Source: an optimization exercise on an open RTL-to-GDS flow (aim: small area, a short achievable clock period and few clock cycles per item). Production flows keep margins and buffers that such runs may drop. At most, simulation tests tie the RTL to the original design; equivalence was not proved. For runs 1 and 2, only the layout was checked, not whether the RTL still works. Power figures rest on the tool's default switching activity, not on a simulated workload.

==> flow/design.v <==
module wk_hash_rom (
  input  wire [7:0] key,
  output reg  [3:0] slot
);
  always @(*) begin
    case (key)
      8'h00: slot = 4'd0;
      8'h01: slot = 4'd5;
      8'h02: slot = 4'd1;
      8'h03: slot = 4'd0;
      8'h04: slot = 4'd10;
      8'h05: slot = 4'd6;
      8'h06: slot = 4'd5;
      8'h07: slot = 4'd6;
      8'h08: slot = 4'd3;
      8'h09: slot = 4'd7;
      8'h0a: slot = 4'd0;
      8'h0b: slot = 4'd3;
      8'h0c: slot = 4'd0;
      8'h0d: slot = 4'd1;
      8'h0e: slot = 4'd13;
      8'h0f: slot = 4'd1;
      8'h10: slot = 4'd6;
      8'h11: slot = 4'd1;
      8'h12: slot = 4'd13;
      8'h13: slot = 4'd13;
      8'h14: slot = 4'd2;
      8'h15: slot = 4'd2;
      8'h16: slot = 4'd11;
      8'h17: slot = 4'd9;
      8'h18: slot = 4'd6;
      8'h19: slot = 4'd3;
      8'h1a: slot = 4'd8;
      8'h1b: slot = 4'd1;
      8'h1c: slot = 4'd9;
      8'h1d: slot = 4'd14;
      8'h1e: slot = 4'd4;
      8'h1f: slot = 4'd4;
      8'h20: slot = 4'd12;
      8'h21: slot = 4'd8;
      8'h22: slot = 4'd7;
      8'h23: slot = 4'd9;
      8'h24: slot = 4'd5;
      8'h25: slot = 4'd2;
      8'h26: slot = 4'd15;
      8'h27: slot = 4'd2;
      8'h28: slot = 4'd5;
      8'h29: slot = 4'd6;
      8'h2a: slot = 4'd13;
      8'h2b: slot = 4'd13;
      8'h2c: slot = 4'd11;
      8'h2d: slot = 4'd6;
      8'h2e: slot = 4'd3;
      8'h2f: slot = 4'd13;
      8'h30: slot = 4'd1;
      8'h31: slot = 4'd5;
      8'h32: slot = 4'd7;
      8'h33: slot = 4'd6;
      8'h34: slot = 4'd7;
      8'h35: slot = 4'd13;
      8'h36: slot = 4'd6;
      8'h37: slot = 4'd0;
      8'h38: slot = 4'd4;
      8'h39: slot = 4'd12;
      8'h3a: slot = 4'd7;
      8'h3b: slot = 4'd4;
      8'h3c: slot = 4'd13;
      8'h3d: slot = 4'd11;
      8'h3e: slot = 4'd12;
      8'h3f: slot = 4'd4;
      8'h40: slot = 4'd4;
      8'h41: slot = 4'd14;
      8'h42: slot = 4'd0;
      8'h43: slot = 4'd4;
      8'h44: slot = 4'd8;
      8'h45: slot = 4'd5;
      8'h46: slot = 4'd12;
      8'h47: slot = 4'd12;
      8'h48: slot = 4'd1;
      8'h49: slot = 4'd8;
      8'h4a: slot = 4'd1;
      8'h4b: slot = 4'd11;
      8'h4c: slot = 4'd9;
      8'h4d: slot = 4'd5;
      8'h4e: slot = 4'd13;
      8'h4f: slot = 4'd15;
      8'h50: slot = 4'd14;
      8'h51: slot = 4'd8;
      8'h52: slot = 4'd13;
      8'h53: slot = 4'd9;
      8'h54: slot = 4'd11;
      8'h55: slot = 4'd7;
      8'h56: slot = 4'd13;
      8'h57: slot = 4'd6;
      8'h58: slot = 4'd3;
      8'h59: slot = 4'd4;
      8'h5a: slot = 4'd5;
      8'h5b: slot = 4'd10;
      8'h5c: slot = 4'd0;
      8'h5d: slot = 4'd9;
      8'h5e: slot = 4'd9;
      8'h5f: slot = 4'd9;
      8'h60: slot = 4'd15;
      8'h61: slot = 4'd5;
      8'h62: slot = 4'd12;
      8'h63: slot = 4'd15;
      8'h64: slot = 4'd0;
      8'h65: slot = 4'd11;
      8'h66: slot = 4'd6;
      8'h67: slot = 4'd10;
      8'h68: slot = 4'd12;
      8'h69: slot = 4'd8;
      8'h6a: slot = 4'd8;
      8'h6b: slot = 4'd2;
      8'h6c: slot = 4'd0;
      8'h6d: slot = 4'd5;
      8'h6e: slot = 4'd5;
      8'h6f: slot = 4'd13;
      8'h70: slot = 4'd14;
      8'h71: slot = 4'd6;
      8'h72: slot = 4'd3;
      8'h73: slot = 4'd7;
      8'h74: slot = 4'd5;
      8'h75: slot = 4'd8;
      8'h76: slot = 4'd1;
      8'h77: slot = 4'd8;
      8'h78: slot = 4'd2;
      8'h79: slot = 4'd4;
      8'h7a: slot = 4'd2;
      8'h7b: slot = 4'd10;
      8'h7c: slot = 4'd3;
      8'h7d: slot = 4'd1;
      8'h7e: slot = 4'd15;
      8'h7f: slot = 4'd10;
      8'h80: slot = 4'd1;
      8'h81: slot = 4'd10;
      8'h82: slot = 4'd13;
      8'h83: slot = 4'd8;
      8'h84: slot = 4'd15;
      8'h85: slot = 4'd15;
      8'h86: slot = 4'd10;
      8'h87: slot = 4'd9;
      8'h88: slot = 4'd7;
      8'h89: slot = 4'd11;
      8'h8a: slot = 4'd0;
      8'h8b: slot = 4'd9;
      8'h8c: slot = 4'd8;
      8'h8d: slot = 4'd10;
      8'h8e: slot = 4'd7;
      8'h8f: slot = 4'd10;
      8'h90: slot = 4'd14;
      8'h91: slot = 4'd8;
      8'h92: slot = 4'd4;
      8'h93: slot = 4'd9;
      8'h94: slot = 4'd2;
      8'h95: slot = 4'd10;
      8'h96: slot = 4'd1;
      8'h97: slot = 4'd7;
      8'h98: slot = 4'd12;
      8'h99: slot = 4'd4;
      8'h9a: slot = 4'd8;
      8'h9b: slot = 4'd4;
      8'h9c: slot = 4'd9;
      8'h9d: slot = 4'd0;
      8'h9e: slot = 4'd7;
      8'h9f: slot = 4'd10;
      8'ha0: slot = 4'd12;
      8'ha1: slot = 4'd4;
      8'ha2: slot = 4'd7;
      8'ha3: slot = 4'd1;
      8'ha4: slot = 4'd8;
      8'ha5: slot = 4'd11;
      8'ha6: slot = 4'd1;
      8'ha7: slot = 4'd15;
      8'ha8: slot = 4'd3;
      8'ha9: slot = 4'd2;
      8'haa: slot = 4'd11;
      8'hab: slot = 4'd1;
      8'hac: slot = 4'd12;
      8'had: slot = 4'd12;
      8'hae: slot = 4'd7;
      8'haf: slot = 4'd14;
      8'hb0: slot = 4'd0;
      8'hb1: slot = 4'd8;
      8'hb2: slot = 4'd14;
      8'hb3: slot = 4'd14;
      8'hb4: slot = 4'd2;
      8'hb5: slot = 4'd3;
      8'hb6: slot = 4'd5;
      8'hb7: slot = 4'd0;
      8'hb8: slot = 4'd3;
      8'hb9: slot = 4'd13;
      8'hba: slot = 4'd3;
      8'hbb: slot = 4'd2;
      8'hbc: slot = 4'd10;
      8'hbd: slot = 4'd12;
      8'hbe: slot = 4'd5;
      8'hbf: slot = 4'd3;
      8'hc0: slot = 4'd14;
      8'hc1: slot = 4'd14;
      8'hc2: slot = 4'd2;
      8'hc3: slot = 4'd6;
      8'hc4: slot = 4'd14;
      8'hc5: slot = 4'd13;
      8'hc6: slot = 4'd15;
      8'hc7: slot = 4'd5;
      8'hc8: slot = 4'd15;
      8'hc9: slot = 4'd6;
      8'hca: slot = 4'd11;
      8'hcb: slot = 4'd2;
      8'hcc: slot = 4'd9;
      8'hcd: slot = 4'd0;
      8'hce: slot = 4'd12;
      8'hcf: slot = 4'd11;
      8'hd0: slot = 4'd1;
      8'hd1: slot = 4'd10;
      8'hd2: slot = 4'd10;
      8'hd3: slot = 4'd14;
      8'hd4: slot = 4'd15;
      8'hd5: slot = 4'd14;
      8'hd6: slot = 4'd6;
      8'hd7: slot = 4'd14;
      8'hd8: slot = 4'd14;
      8'hd9: slot = 4'd3;
      8'hda: slot = 4'd11;
      8'hdb: slot = 4'd9;
      8'hdc: slot = 4'd0;
      8'hdd: slot = 4'd10;
      8'hde: slot = 4'd4;
      8'hdf: slot = 4'd9;
      8'he0: slot = 4'd11;
      8'he1: slot = 4'd4;
      8'he2: slot = 4'd6;
      8'he3: slot = 4'd15;
      8'he4: slot = 4'd11;
      8'he5: slot = 4'd2;
      8'he6: slot = 4'd14;
      8'he7: slot = 4'd15;
      8'he8: slot = 4'd3;
      8'he9: slot = 4'd7;
      8'hea: slot = 4'd10;
      8'heb: slot = 4'd3;
      8'hec: slot = 4'd2;
      8'hed: slot = 4'd9;
      8'hee: slot = 4'd5;
      8'hef: slot = 4'd12;
      8'hf0: slot = 4'd4;
      8'hf1: slot = 4'd13;
      8'hf2: slot = 4'd12;
      8'hf3: slot = 4'd7;
      8'hf4: slot = 4'd6;
      8'hf5: slot = 4'd15;
      8'hf6: slot = 4'd8;
      8'hf7: slot = 4'd15;
      8'hf8: slot = 4'd15;
      8'hf9: slot = 4'd12;
      8'hfa: slot = 4'd0;
      8'hfb: slot = 4'd11;
      8'hfc: slot = 4'd2;
      8'hfd: slot = 4'd11;
      8'hfe: slot = 4'd3;
      8'hff: slot = 4'd7;
      default: slot = 4'd0;
    endcase
  end
endmodule
module wk_dict (
  input  wire        clk,
  input  wire        init,      
  input  wire        upd,       
  input  wire [15:0] sel,       
  input  wire [31:0] word,
  output reg         eq_hi,
  output reg         eq_lo
);
  reg [31:0] dict [0:15];
  reg [31:0] entry;
  integer j;
  always @(*) begin
    entry = 32'd0;
    for (j = 0; j < 16; j = j + 1)
      entry = entry | (dict[j] & {32{sel[j]}});
  end
  integer k;
  always @(posedge clk) begin
    eq_hi <= (word[31:10] == entry[31:10]);
    eq_lo <= (word[9:0] == entry[9:0]);
    for (k = 0; k < 16; k = k + 1) begin
      if (init)
        dict[k] <= 32'd1;
      else if (upd && sel[k])
        dict[k] <= word;
    end
  end
endmodule
module wkcore (
  input  wire        clk,
  input  wire        rst,
  input  wire        start,
  input  wire        ack,
  input  wire [31:0] page_words,
  input  wire [31:0] dst_cap_words,
  output wire        busy,
  output wire        done,
  output wire [1:0]  err,
  output wire [31:0] length,
  output wire [9:0]  pg_addr,
  output wire        pg_re,
  input  wire [31:0] pg_rdata,
  output reg  [10:0] dst_addr,
  output reg  [31:0] dst_wdata,
  output reg         dst_we
);
  reg        busy_r, done_r;
  reg [1:0]  err_r;
  reg [10:0] len_r;
  assign busy   = busy_r;
  assign done   = done_r;
  assign err    = err_r;
  assign length = {21'd0, len_r};
  reg pw_lo, pw_hi, cap_hi, cap_lo;
  always @(posedge clk) begin
    pw_lo  <= (page_words[15:0] == 16'd1024);
    pw_hi  <= (page_words[31:16] == 16'd0);
    cap_hi <= |dst_cap_words[31:11];
    cap_lo <= (dst_cap_words[10:0] >= 11'd1562);
  end
  wire pw_ok  = pw_lo & pw_hi;
  wire cap_ok = cap_hi | cap_lo;
  wire accept = start & ~busy_r;
  reg  c1;                        
  wire bad    = c1 & ~(pw_ok & cap_ok);
  reg        rd_on;
  reg [10:0] rd_cnt;
  assign pg_re   = rd_on;
  assign pg_addr = rd_cnt[9:0];
  reg        rdv, va, vb, vc;
  reg [31:0] w_a, w_b, w_c;
  reg [3:0]  s_b, s_c;
  reg [15:0] oh_b;
  reg        z_b, z_c;
  wire [3:0] s_a;
  wk_hash_rom u_rom (.key(w_a[17:10]), .slot(s_a));
  always @(posedge clk) begin
    w_a  <= pg_rdata;
    w_b  <= w_a;
    s_b  <= s_a;
    oh_b <= 16'd1 << s_a;
    z_b  <= (w_a == 32'd0);
    w_c  <= w_b;
    s_c  <= s_b;
    z_c  <= z_b;
  end
  reg  [10:0] ci;                 
  reg         fin;                
  wire        p2   = ci[10];
  wire        last = (ci[9:0] == 10'd1023);
  wire eq_hi, eq_lo;
  wire dinit = c1 | (vc & ~p2 & (ci[9:0] == 10'd1022));
  wk_dict u_dict (
    .clk   (clk),
    .init  (dinit),
    .upd   (vb & ~z_b),
    .sel   (oh_b),
    .word  (w_b),
    .eq_hi (eq_hi),
    .eq_lo (eq_lo)
  );
  wire       nz   = vc & ~z_c;
  wire       qsym = nz & eq_hi;               
  wire       lsym = nz & eq_hi & ~eq_lo;      
  wire       miss = nz & ~eq_hi;              
  wire [1:0] tag  = {~z_c & (~eq_hi | eq_lo), ~z_c & eq_hi};
  reg [10:0] fptr;      
  reg [7:0]  qw;        
  reg [2:0]  q_mod;     
  reg [1:0]  l_mod;     
  reg [10:0] lptr;      
  reg [6:0]  tptr;      
  reg [31:0] qacc;
  reg [19:0] lacc;
  reg [31:4] tacc;      
  reg [3:0]  t01;       
  reg [3:0]  tp01;      
  reg        qpend, tpend, h3w;
  wire       padq  = fin & (q_mod != 3'd0);
  wire       padl  = fin & (l_mod != 2'd0);
  wire       q_in  = (p2 & qsym) | padq;
  wire       l_in  = (p2 & lsym) | padl;
  wire [3:0] q_sym = fin ? 4'd0  : s_c;
  wire [9:0] l_sym = fin ? 10'd0 : w_c[9:0];
  wire       lc    = l_in & (l_mod == 2'd2);    
  wire       qc    = q_in & (q_mod == 3'd7);    
  wire       tc    = vc & p2 & (ci[3:0] == 4'd15);
  wire       hdr1  = vc & p2 & (ci[9:0] == 10'd0);
  wire       hdr2  = vc & p2 & (ci[9:0] == 10'd1);
  wire       idle_f = fin & ~padq & ~padl & ~qpend & ~tpend;
  always @(posedge clk) begin
    if (rst) begin
      busy_r <= 1'b0;
      done_r <= 1'b0;
      err_r  <= 2'd0;
      len_r  <= 11'd0;
      c1     <= 1'b0;
      rd_on  <= 1'b0;
      rd_cnt <= 11'd0;
      rdv    <= 1'b0;
      va     <= 1'b0;
      vb     <= 1'b0;
      vc     <= 1'b0;
      dst_we <= 1'b0;
      fin    <= 1'b0;
      qpend  <= 1'b0;
      tpend  <= 1'b0;
    end else begin
      c1 <= accept;
      if (accept) begin
        busy_r <= 1'b1;
        done_r <= 1'b0;
        err_r  <= 2'd0;
        len_r  <= 11'd0;
        rd_on  <= 1'b1;
      end else if (done_r & ack) begin
        done_r <= 1'b0;
        err_r  <= 2'd0;
      end
      if (bad) begin
        busy_r <= 1'b0;
        done_r <= 1'b1;
        err_r  <= pw_ok ? 2'd2 : 2'd1;
        rd_on  <= 1'b0;
        rd_cnt <= 11'd0;
      end else if (rd_on) begin
        rd_cnt <= rd_cnt + 11'd1;
        if (rd_cnt == 11'd2047)
          rd_on <= 1'b0;
      end
      rdv <= rd_on & ~bad;
      va  <= rdv;
      vb  <= va;
      vc  <= vb;
      if (c1) begin
        ci    <= 11'd0;
        fin   <= 1'b0;
        fptr  <= 11'd68;
        qw    <= 8'd0;
        q_mod <= 3'd0;
        l_mod <= 2'd0;
        tptr  <= 7'd4;
        qpend <= 1'b0;
        tpend <= 1'b0;
        h3w   <= 1'b0;
      end else begin
        if (vc)
          ci <= ci + 11'd1;
        if (vc & p2 & last)
          fin <= 1'b1;
        dst_we <= 1'b0;
        if (vc & ~p2) begin
          if (miss) begin
            dst_we    <= 1'b1;
            dst_addr  <= fptr;
            dst_wdata <= w_c;
            fptr      <= fptr + 11'd1;
          end
          if (qsym) begin
            if (q_mod == 3'd0)
              qw <= qw + 8'd1;
            q_mod <= q_mod + 3'd1;
          end
          if (last)
            q_mod <= 3'd0;
        end else begin
          if (q_in) begin
            qacc[4*q_mod +: 4] <= q_sym;
            q_mod <= q_mod + 3'd1;
          end
          if (l_in) begin
            if (l_mod == 2'd2) begin
              l_mod <= 2'd0;
            end else begin
              if (l_mod[0])
                lacc[19:10] <= l_sym;
              else
                lacc[9:0] <= l_sym;
              l_mod <= l_mod + 2'd1;
            end
          end
          if (vc) begin
            if (ci[3:1] == 3'd0)
              t01[2*ci[0] +: 2] <= tag;
            else
              tacc[2*ci[3:0] +: 2] <= tag;
          end
          if (tc) begin
            tpend <= 1'b1;
            tp01  <= t01;
          end
          if (hdr1)
            lptr <= fptr + {3'd0, qw};
          if (lc) begin
            dst_we    <= 1'b1;
            dst_addr  <= lptr;
            dst_wdata <= {2'b00, l_sym, lacc[19:0]};
            lptr      <= lptr + 11'd1;
            if (qc)
              qpend <= 1'b1;
          end else if (qpend) begin
            dst_we    <= 1'b1;
            dst_addr  <= fptr;
            dst_wdata <= qacc;
            fptr      <= fptr + 11'd1;
            qpend     <= 1'b0;
          end else if (qc) begin
            dst_we    <= 1'b1;
            dst_addr  <= fptr;
            dst_wdata <= {q_sym, qacc[27:0]};
            fptr      <= fptr + 11'd1;
          end else if (tpend) begin
            dst_we    <= 1'b1;
            dst_addr  <= {4'd0, tptr};
            dst_wdata <= {tacc[31:4], tp01};
            tptr      <= tptr + 7'd1;
            tpend     <= 1'b0;
          end else if (hdr1) begin
            dst_we    <= 1'b1;
            dst_addr  <= 11'd1;
            dst_wdata <= {21'd0, fptr};
          end else if (hdr2) begin
            dst_we    <= 1'b1;
            dst_addr  <= 11'd2;
            dst_wdata <= {21'd0, lptr};
          end else if (idle_f & ~h3w) begin
            dst_we    <= 1'b1;
            dst_addr  <= 11'd3;
            dst_wdata <= {21'd0, lptr};
            h3w       <= 1'b1;
          end else if (idle_f & h3w) begin
            busy_r <= 1'b0;
            done_r <= 1'b1;
            len_r  <= lptr;
            fin    <= 1'b0;
          end
        end
      end
    end
  end
endmodule
==> flow/run.sh <==
#!/bin/bash
# synth_recipe.tcl (not shown) runs the flow's synth.tcl, then flattens the netlist and writes it again
# the make line also repeats each setting of config.mk as NAME=value (left out here)
make -C /OpenROAD-flow-scripts/flow DESIGN_CONFIG=/design/flow/config.mk WORK_HOME=/design/flow/orfs CLKGATE_MAP_FILE= SYNTH_SCRIPT=/design/flow/synth_recipe.tcl finish
==> flow/config.mk <==
export PLATFORM = sky130hd
export DESIGN_NAME = wkcore
export DESIGN_NICKNAME = wkcore
export VERILOG_FILES = /design/flow/design.v
export SDC_FILE = /design/flow/constraint.sdc
export NUM_CORES = 4
export LEC_CHECK = 0
export CAP_MARGIN = 20
export CORE_MARGIN = 2
export CORE_UTILIZATION = 40
export SETUP_SLACK_MARGIN = 5
export SLEW_MARGIN = 20
==> flow/constraint.sdc <==
create_clock -name core_clock -period 11.0 [get_ports {clk}]
set_input_delay 2.2000 -clock core_clock [delete_from_list [all_inputs] [get_ports {clk}]]
set_output_delay 2.2000 -clock core_clock [all_outputs]
set_load 0.01 [all_outputs]
==> run summary, run 1 <==
Yosys warnings 4; hold_sp s_b[0]; synth unique cells 84; Post-synth ARST share 0%; leading cell types in the layout, fill and taps excluded nand2_1, dfxtp_1, a21oi_1; drt drc 0; Final Core Density 45.8%; diode count 0; vias in the first global route 29400; worst r2r src ci[0]; synthesis-to-finish area growth 14.0%; Via density 5.81; CP max stage delay 580 ps; Routed Antenna Nets 0; Final nets 4397; post-cts gate resize count 0; Max Clock Skew 29.3 ps; PwrDens 162 nW/um^2; CTS Hold Bufs 0; slew of the pin with the lowest slew margin 1220 ps; critical path class input port to flop; first-pass GRT wire length 191000 microns; flip-flop and latch count after synthesis 865; Seq/Total Area, Yosys 51.2%; FMAX 213 MHz; slowest stage cell, crit path ha_1; total number of H-tree levels 3; mean routed wirelength per cell 23.3 microns; CP max FO 28; Worst Path Required 11570 ps; largest net degree at the start of global routing 213; final WL 130000 microns; Max Buffers Root-to-Sink 3; io pins 191; synthesized area 37400 sq um; post-DP HPWL 71000 microns; Worst path most repeated cell a211o_1; Setup TNS 0 ps; Hold Crit Class flop to flop; Final Hold Fails 0; dominant synthesized flop cell dfxtp_1; Synth area leader dfxtp_1; Crit path max-delay family compound AO/OA/AOI/OAI gates; Reg2Reg Depth 8; Final min period 4690 ps; Worst Path Arrival 5260 ps; Avg Synthesized Cell Area 8.69 sq um; GR Util All Layers 26.4%; Clk pin slew, worst setup/hold paths 60 ps; final setup fails 0; gr ovfl total 0; Clock Root Buffer clkbuf_16; worst hold stages 0; clock sinks 865; commonest non-fill, non-tap cell in the layout nand2_1; status complete, no violations; share of layout cells above drive strength 1 8.05%; dominant cells by area after synthesis dfxtp_1, edfxtp_1, nand2_1; worst path bufs/invs 3; postcts setup bufs 0; DR iter-0 viols 4251; crit-path cells clkdlybuf4s50_1, buf_4, inv_1, ha_1, nand2b_1, o21ai_0, a211o_1, a211o_1, nand3_1, o311ai_0, o21ai_1; initial antenna violation count 1; Die X 310 microns; R2R Setup Slk 6480 ps; Post-synth EDFFs 185; Reg-to-Reg End u_dict.dict[3][9]; Num CTS Buffers 91; Post-DP Area 39600 sq um; CP Launch Type input port; Tot Pwr 0.00691 W; endpoint type of the worst setup path flop; DIE HEIGHT 310 microns; VDD IR-drop max 0.114 mV; initial core utilization 40.2%; vias post-DR 32400; CTS tree built; clock latency (worst-skew pair) 680 ps; Slew headroom 19.0%; Core Box Area 93000 sq um; leak pwr 14.9 nW; routability congestion estimate 0.863; Die Area 96000 sq um; WHS Endpoint s_c[0]; max cap viols 0; Max Slew Vio Count 0; cell count after synthesis 4306; fin crit share 42.6%; post-route cell area 42600 sq um; setup repair after global routing missed its margin no; DR pass1 iterations 6; Synth top area share 36.4%; IO Port Bufs 168; FP Rows 112
metrics by stage:
stage	worst slack, ps	hold WS, ps	instances
after floorplan	5960	310	4326
after global placement	5680	312	5409
after detailed placement	5690	313	5409
after CTS	6380	327	5576
after global routing	6120	335	5576
final	6310	327	5576
cells in the mapped netlist, drive strengths merged (15+ instances only):
cell type	instances
a21oi	589
inv	40
xor2	53
a221oi	142
nand2b	19
ha	48
o22ai	15
edfxtp	185
nor3	37
a22o	143
nand2	1200
mux2i	20
nand3	86
mux2	21
xnor2	39
o21ai	91
a211oi	19
a31oi	15
buf	170
nor2	165
nand4	54
dfxtp	680
and3	20
nor4	28
and2	21
nor2b	38
clkbuf	250
report_power, final:
| group | switching (W) | total [W] | leakage, nW | internal, W |
|---|---|---|---|---|
| sequential | 0.0000493 | 0.00333 | 7.20 | 0.00328 |
| combinational | 0.000294 | 0.000418 | 6.20 | 0.000124 |
| clock | 0.00133 | 0.00316 | 1.50 | 0.00183 |
| total | 0.00168 | 0.00691 | 14.9 | 0.00524 |
layout make-up:
type / count / area (sq um)
repair buffers: 249 / 2290
multi-input cells: 3001 / 16400
well taps: 1254 / 1570
clock buffers: 143 / 2760
flip-flops and latches: 865 / 19200
clock inverters: 24 / 297
inverters: 40 / 150
fillers: 9012 / 50400
kinds of logic (layout without fill, tap and decap cells):
kind of cell               count (synthesis)  in the layout  synth area share (%)
AOI/OAI and AO/OA                       1083           1083                  18.4
xor gates and xnor gates                  92             92                  2.19
adders and majority gates                 50             50                  1.69
buffers and inverters                    460            456                  5.44
DFF                                      865            865                  51.2
muxes                                     49             49                  1.65
other                                      1             21                0.0100
and+or+nand+nor                         1706           1706                  19.4
flip-flops by register name (all words and copies together), names as in the netlist, 7 cells and up, named ones only:
register and count:
ci 11, rd_cnt 11, u_dict.dict 512, dst_wdata 32, fptr 11, w_c 32
lptr 11, qw 8, qacc 32, w_a 32, tptr 7, lacc 20
dst_addr 11, len_r 11, w_b 32, oh_b 16, tacc 28
worst max path at each step:
stage                       from  endpoint  slack, ps  depth (start not counted)
floorplan                    rst  tacc[10]       5960                          3
global placement    pg_rdata[11]    s_a[0]       5680                         11
detailed placement  pg_rdata[11]    s_a[0]       5690                         11
CTS                 pg_rdata[11]    s_a[0]       6380                         11
global route        pg_rdata[10]    s_a[0]       6120                         11
finish              pg_rdata[11]    s_a[0]       6310                         11
per-layer routing:
layer  track usage (%)  vias up  routed length [microns]
li1                  -    14800                        -
met1              36.8    15600                    54800
met2              41.6     1710                    58900
met3              4.11      320                    12100
met4              8.92        0                     4490
met5                 0        -                        0
==> run 2: changes to the inputs <==
--- a/flow/config.mk
+++ b/flow/config.mk
@@ -8,5 +8,4 @@
 export CAP_MARGIN = 20
 export CORE_MARGIN = 2
 export CORE_UTILIZATION = 40
-export SETUP_SLACK_MARGIN = 5
 export SLEW_MARGIN = 20
==> run 2 against run 1 <==
Against the previous run: still clean; critical path depth unchanged; total power did not move; worst hold slack did not move; die area unchanged; design area did not move; wire length did not move; synthesized cell count is the same; clock power hardly changed; largest cell class unchanged; highest routed layer unchanged.
==> run summary, run 2 <==
status complete, no violations; Max Clock Skew 29.3 ps (unchanged); Core Box Area 93000 sq um (unchanged); Worst path most repeated cell a211o_1; Die X 310 microns (unchanged); Slew headroom 19.0% (unchanged); synth cell count leaders nand2_1, dfxtp_1, a21oi_1, clkbuf_1, edfxtp_1; Largest Register u_dict.dict; worst hold margin 327 ps (unchanged); CTS tree built; drt drc 0 (unchanged); slew of the pin with the lowest slew margin 1220 ps (unchanged); Worst Path Required 11570 ps (about the same); Yosys warnings 4 (unchanged); synthesized area 37400 sq um (unchanged); leading cell types in the layout, fill and taps excluded nand2_1, dfxtp_1, a21oi_1; Num CTS Buffers 91 (unchanged); CP Launch Type input port; vias post-DR 32400 (unchanged); fin crit share 42.6% (unchanged); Hold Crit Class flop to flop; Final min period 4690 ps (unchanged); Post-synth EDFFs 185 (unchanged); initial antenna violation count 1 (unchanged); Seq/Total Area, Yosys 51.2% (unchanged); Max Buffers Root-to-Sink 3 (unchanged); Via density 5.81 (unchanged); vias in the first global route 29400 (unchanged); slowest stage cell, crit path ha_1; Largest register FFs 512 (unchanged); endpoint type of the worst setup path flop; DR iter-0 viols 4251 (unchanged); mean routed wirelength per cell 23.3 microns (unchanged); post-cts gate resize count 0 (unchanged); Synth area leader dfxtp_1; Max Slew Vio Count 0 (unchanged); synth unique cells 84 (unchanged); Clock Root Buffer clkbuf_16; final setup fails 0 (unchanged); worst path bufs/invs 3 (unchanged); pre-CTS setup slack 5690 ps (unchanged); Crit path max-delay family compound AO/OA/AOI/OAI gates; Worst Path Arrival 5260 ps (about the same); postcts setup bufs 0 (unchanged); Post-DP Area 39600 sq um (unchanged); routability congestion estimate 0.863 (unchanged); synthesis-to-finish area growth 14.0% (unchanged); CP max FO 28 (unchanged); largest net degree at the start of global routing 213 (unchanged); FILL cells 9012 (unchanged); final setup margin 6310 ps (unchanged); Setup TNS 0 ps (unchanged); clock sinks 865 (unchanged); dominant cells by area after synthesis dfxtp_1, edfxtp_1, nand2_1; FMAX 213 MHz (unchanged); GR Util All Layers 26.4% (unchanged); first-pass GRT wire length 191000 microns (unchanged); Clk pin slew, worst setup/hold paths 60 ps (about the same); post-DP HPWL 71000 microns (unchanged); DIE HEIGHT 310 microns (unchanged); CTS Hold Bufs 0 (unchanged); CP max stage delay 580 ps (about the same); crit-path cells clkdlybuf4s50_1, buf_4, inv_1, ha_1, nand2b_1, o21ai_0, a211o_1, a211o_1, nand3_1, o311ai_0, o21ai_1; Synth top area share 36.4% (unchanged); VDD IR-drop max 0.114 mV (unchanged); PwrDens 162 nW/um^2 (unchanged); Avg Synthesized Cell Area 8.69 sq um (unchanged); post-route cell area 42600 sq um (unchanged); Post-synth ARST share 0% (unchanged); Routed Antenna Nets 0 (unchanged); cell count after synthesis 4306 (unchanged); final WL 130000 microns (unchanged); IO Port Bufs 168 (unchanged); DR pass1 iterations 6 (unchanged); clock latency (worst-skew pair) 680 ps (about the same); flip-flop and latch count after synthesis 865 (unchanged); leak pwr 14.9 nW (unchanged); initial core utilization 40.2% (unchanged); critical path class input port to flop; setup repair after global routing missed its margin no; commonest non-fill, non-tap cell in the layout nand2_1; Final Hold Fails 0 (unchanged); share of layout cells above drive strength 1 8.05% (unchanged); diode count 0 (unchanged); dominant synthesized flop cell dfxtp_1; FP Rows 112 (unchanged); Die Area 96000 sq um (unchanged); max cap viols 0 (unchanged); Final nets 4397 (unchanged); total number of H-tree levels 3 (unchanged); io pins 191 (unchanged); cell with the most instances after synthesis nand2_1; gr ovfl total 0 (unchanged)
-- run 2: cell counts after synthesis --
No cell type changed its count.
-- run 2: area by class of cell --
| cell class | count | area, sq um | area share (%) |
|---|---|---|---|
| Clock inverter | 24 | 297 | 0.695 |
| Inverter | 40 | 150 | 0.352 |
| Sequential cell | 865 | 19200 | 45.0 |
| Clock buffer | 143 | 2760 | 6.47 |
| Tap cell | 1254 | 1570 | 3.68 |
| Multi-Input combinational cell | 3001 | 16400 | 38.4 |
| Timing Repair Buffer | 249 | 2290 | 5.38 |
-- run 2: worst register-to-register path, cell delays in order, from the launching register on --
cell	delay, ps
edfxtp_1	580
inv_1	250
ha_1	340
nand3_1	110
nor3_1	500
or2_4	490
buf_12	630
buf_4	1260
a21oi_1	190
-- run 2: stage by stage --
stage	power (W)	cells	util [%]
after floorplan	0.00363	4326	-
after global placement	0.00381	5409	42.5
after detailed placement	0.00381	5409	42.5
after CTS	0.00693	5576	45.8
after global routing	0.00709	5576	45.8
final	0.00691	5576	45.8
-- run 2: final timing paths --
path,from,end,slack [ps],cells after the start
worst max-delay path,pg_rdata[11],s_a[0],6310,11
worst min-delay path,s_b[0],s_c[0],330,0
worst max register to register,ci[0],u_dict.dict[3][9],6480,8
worst min register to register,s_b[0],s_c[0],330,0
-- run 2: power breakdown --
group          internal (W)  total [W]  leakage, nW  switching (W)
logic              0.000124   0.000418         6.20       0.000294
registers           0.00328    0.00333         7.20      0.0000493
clock network       0.00183    0.00316         1.50        0.00133
-- run 2: metal layers --
metal | routed length, microns | GRT usage (%) | vias to the layer above
met3 | 12100 | 4.11 | 320
li1 | - | - | 14800
met1 | 54800 | 36.8 | 15600
met5 | 0 | 0 | -
met4 | 4490 | 8.92 | 0
met2 | 58900 | 41.6 | 1710
-- run 2: cells by family (layout without fill, tap and decap cells) --
group / count (synthesis) / in the layout / synth area share [%]
other cells: 1 / 21 / 0.0100
buf+inv: 460 / 456 / 5.44
compound gates: 1083 / 1083 / 18.4
mux: 49 / 49 / 1.65
flops: 865 / 865 / 51.2
fa+ha+maj: 50 / 50 / 1.69
xor+xnor: 92 / 92 / 2.19
simple gates: 1706 / 1706 / 19.4
==> run 3: changes to the inputs <==
--- a/flow/design.v
+++ b/flow/design.v
@@ -268,27 +268,21 @@
   input  wire        clk,
   input  wire        init,      
   input  wire        upd,       
-  input  wire [15:0] sel,       
+  input  wire [3:0]  slot,
   input  wire [31:0] word,
-  output reg         eq_hi,
-  output reg         eq_lo
+  output wire        eq_hi,
+  output wire        eq_lo
 );
   reg [31:0] dict [0:15];
-  reg [31:0] entry;
-  integer j;
-  always @(*) begin
-    entry = 32'd0;
-    for (j = 0; j < 16; j = j + 1)
-      entry = entry | (dict[j] & {32{sel[j]}});
-  end
+  wire [31:0] entry = dict[slot];
+  assign eq_hi = (word[31:10] == entry[31:10]);
+  assign eq_lo = (word[9:0] == entry[9:0]);
   integer k;
   always @(posedge clk) begin
-    eq_hi <= (word[31:10] == entry[31:10]);
-    eq_lo <= (word[9:0] == entry[9:0]);
     for (k = 0; k < 16; k = k + 1) begin
       if (init)
         dict[k] <= 32'd1;
-      else if (upd && sel[k])
+      else if (upd && slot == k[3:0])
         dict[k] <= word;
     end
   end
@@ -334,43 +328,38 @@
   reg [10:0] rd_cnt;
   assign pg_re   = rd_on;
   assign pg_addr = rd_cnt[9:0];
-  reg        rdv, va, vb, vc;
-  reg [31:0] w_a, w_b, w_c;
-  reg [3:0]  s_b, s_c;
-  reg [15:0] oh_b;
-  reg        z_b, z_c;
+  reg        rdv, va, vb;
+  reg [31:0] w_a, w_b;
+  reg [3:0]  s_b;
+  reg        z_b;
   wire [3:0] s_a;
   wk_hash_rom u_rom (.key(w_a[17:10]), .slot(s_a));
   always @(posedge clk) begin
-    w_a  <= pg_rdata;
-    w_b  <= w_a;
-    s_b  <= s_a;
-    oh_b <= 16'd1 << s_a;
-    z_b  <= (w_a == 32'd0);
-    w_c  <= w_b;
-    s_c  <= s_b;
-    z_c  <= z_b;
+    w_a <= pg_rdata;
+    w_b <= w_a;
+    s_b <= s_a;
+    z_b <= (w_a == 32'd0);
   end
   reg  [10:0] ci;                 
   reg         fin;                
   wire        p2   = ci[10];
   wire        last = (ci[9:0] == 10'd1023);
   wire eq_hi, eq_lo;
-  wire dinit = c1 | (vc & ~p2 & (ci[9:0] == 10'd1022));
+  wire dinit = c1 | (vb & ~p2 & last);
   wk_dict u_dict (
     .clk   (clk),
     .init  (dinit),
     .upd   (vb & ~z_b),
-    .sel   (oh_b),
+    .slot  (s_b),
     .word  (w_b),
     .eq_hi (eq_hi),
     .eq_lo (eq_lo)
   );
-  wire       nz   = vc & ~z_c;
+  wire       nz   = vb & ~z_b;
   wire       qsym = nz & eq_hi;               
   wire       lsym = nz & eq_hi & ~eq_lo;      
   wire       miss = nz & ~eq_hi;              
-  wire [1:0] tag  = {~z_c & (~eq_hi | eq_lo), ~z_c & eq_hi};
+  wire [1:0] tag  = {~z_b & (~eq_hi | eq_lo), ~z_b & eq_hi};
   reg [10:0] fptr;      
   reg [7:0]  qw;        
   reg [2:0]  q_mod;     
@@ -387,13 +376,13 @@
   wire       padl  = fin & (l_mod != 2'd0);
   wire       q_in  = (p2 & qsym) | padq;
   wire       l_in  = (p2 & lsym) | padl;
-  wire [3:0] q_sym = fin ? 4'd0  : s_c;
-  wire [9:0] l_sym = fin ? 10'd0 : w_c[9:0];
+  wire [3:0] q_sym = fin ? 4'd0  : s_b;
+  wire [9:0] l_sym = fin ? 10'd0 : w_b[9:0];
   wire       lc    = l_in & (l_mod == 2'd2);    
   wire       qc    = q_in & (q_mod == 3'd7);    
-  wire       tc    = vc & p2 & (ci[3:0] == 4'd15);
-  wire       hdr1  = vc & p2 & (ci[9:0] == 10'd0);
-  wire       hdr2  = vc & p2 & (ci[9:0] == 10'd1);
+  wire       tc    = vb & p2 & (ci[3:0] == 4'd15);
+  wire       hdr1  = vb & p2 & (ci[9:0] == 10'd0);
+  wire       hdr2  = vb & p2 & (ci[9:0] == 10'd1);
   wire       idle_f = fin & ~padq & ~padl & ~qpend & ~tpend;
   always @(posedge clk) begin
     if (rst) begin
@@ -407,7 +396,6 @@
       rdv    <= 1'b0;
       va     <= 1'b0;
       vb     <= 1'b0;
-      vc     <= 1'b0;
       dst_we <= 1'b0;
       fin    <= 1'b0;
       qpend  <= 1'b0;
@@ -438,7 +426,6 @@
       rdv <= rd_on & ~bad;
       va  <= rdv;
       vb  <= va;
-      vc  <= vb;
       if (c1) begin
         ci    <= 11'd0;
         fin   <= 1'b0;
@@ -451,16 +438,16 @@
         tpend <= 1'b0;
         h3w   <= 1'b0;
       end else begin
-        if (vc)
+        if (vb)
           ci <= ci + 11'd1;
-        if (vc & p2 & last)
+        if (vb & p2 & last)
           fin <= 1'b1;
         dst_we <= 1'b0;
-        if (vc & ~p2) begin
+        if (vb & ~p2) begin
           if (miss) begin
             dst_we    <= 1'b1;
             dst_addr  <= fptr;
-            dst_wdata <= w_c;
+            dst_wdata <= w_b;
             fptr      <= fptr + 11'd1;
           end
           if (qsym) begin
@@ -486,7 +473,7 @@
               l_mod <= l_mod + 2'd1;
             end
           end
-          if (vc) begin
+          if (vb) begin
             if (ci[3:1] == 3'd0)
               t01[2*ci[0] +: 2] <= tag;
             else
==> run 3 against run 2 <==
Against the previous run: still clean on timing, DRC and antenna; non-clock buffer count rose by 33; worst hold slack improved by 17 ps; core utilization barely moved; critical path depth did not move; via count rose by 9.1%; combinational power rose by 88%.
==> run summary, run 3 <==
Slew headroom 13.7% (-5.3 points); largest net degree at the start of global routing 220 (+3.3%); Worst Path Arrival 7380 ps (+2120 ps); commonest non-fill, non-tap cell in the layout nand2_1; io pins 191 (unchanged); leak pwr 15.3 nW (+2.9%); clock latency (worst-skew pair) 690 ps (about the same); CP max FO 51 (+82%); initial antenna violation count 8 (+7); Via density 5.98 (+3.0%); status complete, no violations; synth unique cells 107 (+27%); worst r2r src s_b[3]; final WL 148000 microns (+13%); cell with the most instances after synthesis nand2_1; VDD IR-drop max 0.140 mV (+23%); initial core utilization 40.2% (about the same); Post-synth ARST share 0% (unchanged); Core Box Area 96400 sq um (+3.6%); Final nets 4701 (+6.9%); Synth area leader dfxtp_1; dominant synthesized flop cell dfxtp_1; WHS Endpoint w_b[27]; Die Area 99500 sq um (+3.7%); Max Slew Vio Count 0 (unchanged); slew of the pin with the lowest slew margin 1290 ps (+76.3 ps); Final min period 7070 ps (+2380 ps); Die X 315 microns (+1.8%); Logic pwr share 11.1% (+5.0 points); synthesis-to-finish area growth 13.9% (about the same); PwrDens 159 nW/um^2 (-1.7%); Clock power frac 44.6% (-1.1 points); FP Rows 114 (+1.8%); Final Hold Fails 0 (unchanged); first-pass GRT wire length 217000 microns (+13%); dominant cells by area after synthesis dfxtp_1, edfxtp_1, nand2_1; synth cell count leaders nand2_1, a21oi_1, dfxtp_1, clkbuf_1, nor2_1; postcts setup bufs 0 (unchanged); Routed Antenna Nets 0 (unchanged); vias in the first global route 32700 (+11%); Clock Root Buffer clkbuf_16; Seq/Total Area, Yosys 46.3% (-4.9 points); Reg-to-Reg End fptr[10]; endpoint type of the worst setup path flop; routability congestion estimate 0.901 (+4.4%); worst hold stages 0 (unchanged); final setup fails 0 (unchanged); cell count after synthesis 4613 (+7.1%); Setup TNS 0 ps (unchanged); sw frac 27.7% (+3.5 points); setup repair after global routing missed its margin no; gr ovfl total 0 (unchanged); synthesized area 38800 sq um (+3.7%); Num CTS Buffers 92 (+1.1%); Internal 0.00509 W (-2.8%); worst hold margin 345 ps (+17.2 ps); fin crit share 64.3% (+22 points); mean routed wirelength per cell 25.0 microns (+6.9%); Synth top area share 32.0% (-4.4 points); post-DP HPWL 91100 microns (+28%); drt drc 0 (unchanged); Largest Register u_dict.dict; DR iter-0 viols 4711 (+11%); Avg Synthesized Cell Area 8.41 sq um (-3.2%); clock sinks 805 (-6.9%); vias post-DR 35300 (+9.1%); share of layout cells above drive strength 1 9.52% (+1.5 points); CTS tree built; post-cts gate resize count 0 (unchanged); Yosys warnings 4 (unchanged); GR Util All Layers 28.9% (+2.5 points); critical path class flop to flop; Hold Crit Class flop to flop; Post-synth EDFFs 185 (unchanged); FILL cells 9280 (+3.0%); Clk pin slew, worst setup/hold paths 60 ps (about the same); DIE HEIGHT 315 microns (+1.8%); Reg2Reg Depth 11 (+3); flip-flop and latch count after synthesis 805 (-6.9%); Net Sw Power 0.00195 W (+17%); Max Clock Skew 39.1 ps (+9.76 ps); hold_sp w_a[27]; CP Launch Type flop; Final Core Density 45.8% (about the same); Largest register FFs 512 (unchanged); total number of H-tree levels 3 (unchanged); CTS Hold Bufs 0 (unchanged); DR pass1 iterations 6 (unchanged); max cap viols 0 (unchanged); Worst Path Required 11310 ps (-260 ps); Max Buffers Root-to-Sink 3 (unchanged); FMAX 141 MHz (-34%); Tot Pwr 0.00704 W (+1.9%); IO Port Bufs 168 (unchanged); share of power burned in registers 44.2% (-4.0 points); R2R Setup Slk 3930 ps (-2550 ps); leading cell types in the layout, fill and taps excluded nand2_1, a21oi_1, dfxtp_1
## run 3: cell count changes in the layout (fill, tap and decap cells not counted), moves of 16 or more
cell	change
a21oi_1	+60
a221oi_1	-123
a22o_1	-91
a22oi_1	+44
a32oi_1	+18
and3_1	+23
buf_4	+32
dfxtp_1	-50
mux2_2	+31
mux2i_1	+56
nand3_1	+28
nor2_1	+16
nor3_1	+43
## run 3: routing by layer
| layer | GRT usage, % | vias up | part of all wire [%] |
|---|---|---|---|
| li1 | - | 16000 | - |
| met1 | 38.9 | 16900 | 41 |
| met2 | 43.9 | 2014 | 43 |
| met3 | 6.95 | 426 | 11 |
| met4 | 13.2 | 6 | 4.9 |
| met5 | 0 | - | 0.024 |
## run 3: cell type report
cell class | instances | area, sq um | share of cell area [%]
Antenna cell | 2 | 5.00 | 0.0113
Clock buffer | 122 | 2580 | 5.83
Clock inverter | 48 | 505 | 1.14
Inverter | 51 | 191 | 0.433
Multi-Input combinational cell | 3323 | 18800 | 42.5
Sequential cell | 805 | 18000 | 40.7
Tap cell | 1276 | 1600 | 3.61
Timing Repair Buffer | 282 | 2560 | 5.80
## run 3: worst max-delay path, stage by stage (launching register included)
cell,delay [ps]
dfxtp_4,770
buf_4,680
and3b_1,590
a32o_1,380
nor4_1,890
mux2i_1,280
nand4_1,120
or4_4,590
or4_1,780
nand3_4,500
a31oi_1,180
a21oi_1,880
## run 3: cell families after synthesis
group           synth area share [%]
buf+inv                         6.14
fa+ha+maj                       1.50
xor+xnor                        1.65
compound gates                  18.6
other cells                  0.00967
flops                           46.3
simple gates                    21.6
mux                             4.23
## run 3: per-stage QoR
| stage | worst slack, ps | area, sq um | std cells |
|---|---|---|---|
| 2_1_floorplan | 4170 | 38900 | 4633 |
| 3_3_place_gp | 4090 | 41100 | 5737 |
| 3_5_place_dp | 4080 | 41100 | 5737 |
| 4_1_cts | 4060 | 44200 | 5907 |
| 5_1_grt | 3780 | 44200 | 5907 |
| 6_report | 3930 | 44200 | 5909 |
## run 3: worst max-delay path by stage
| stage | from | end | cells past startpoint |
|---|---|---|---|
| detailed placement | s_b[3] | fptr[10] | 11 |
| global placement | s_b[3] | fptr[10] | 11 |
| CTS | s_b[3] | fptr[5] | 11 |
| global route | s_b[3] | fptr[5] | 13 |
| finish | s_b[3] | fptr[10] | 11 |
| floorplan | s_b[1] | dst_addr[0] | 13 |
## run 3: power groups by stage
stage	Sequential [W]	Clock [W]	Combinational, W
floorplan	0.00313	0	0.000485
global placement	0.00318	0	0.000746
detailed placement	0.00318	0	0.000748
CTS	0.00311	0.00318	0.000750
global route	0.00312	0.00329	0.000802
finish	0.00312	0.00314	0.000785
Testbench counts of run 3, summed over its fixed seeds: cycles 65,876, items 32.

separate check: timing with driven ports:
The flow's constraints put no driver on any port. The routed layouts listed below were extracted and timed again, unchanged, in two steps. Step 1, drivers: a clkbuf_16 drives clk and a buf_2 each remaining input, both assumed. Step 2 also shifts input and output timing later by t, the mid clock arrival at the registers, as if the neighbouring blocks saw the same clock. Slacks: ideal / step 1 / step 2; pairs: ideal / step 1.
run	shift t [ns]	setup WS [ns]	worst setup path after step 2	worst data-port slew with drivers (ns)	cell pins on the clock port's net
run 1	0.734	6.310 / 6.359 / 5.624	input to register	0.06	1
run 2	0.734	6.310 / 6.359 / 5.624	input to register	0.06	1
run 3	0.742	3.931 / 3.931 / 3.931	register to register	0.07	1
After both steps setup and hold are still met in every run listed.
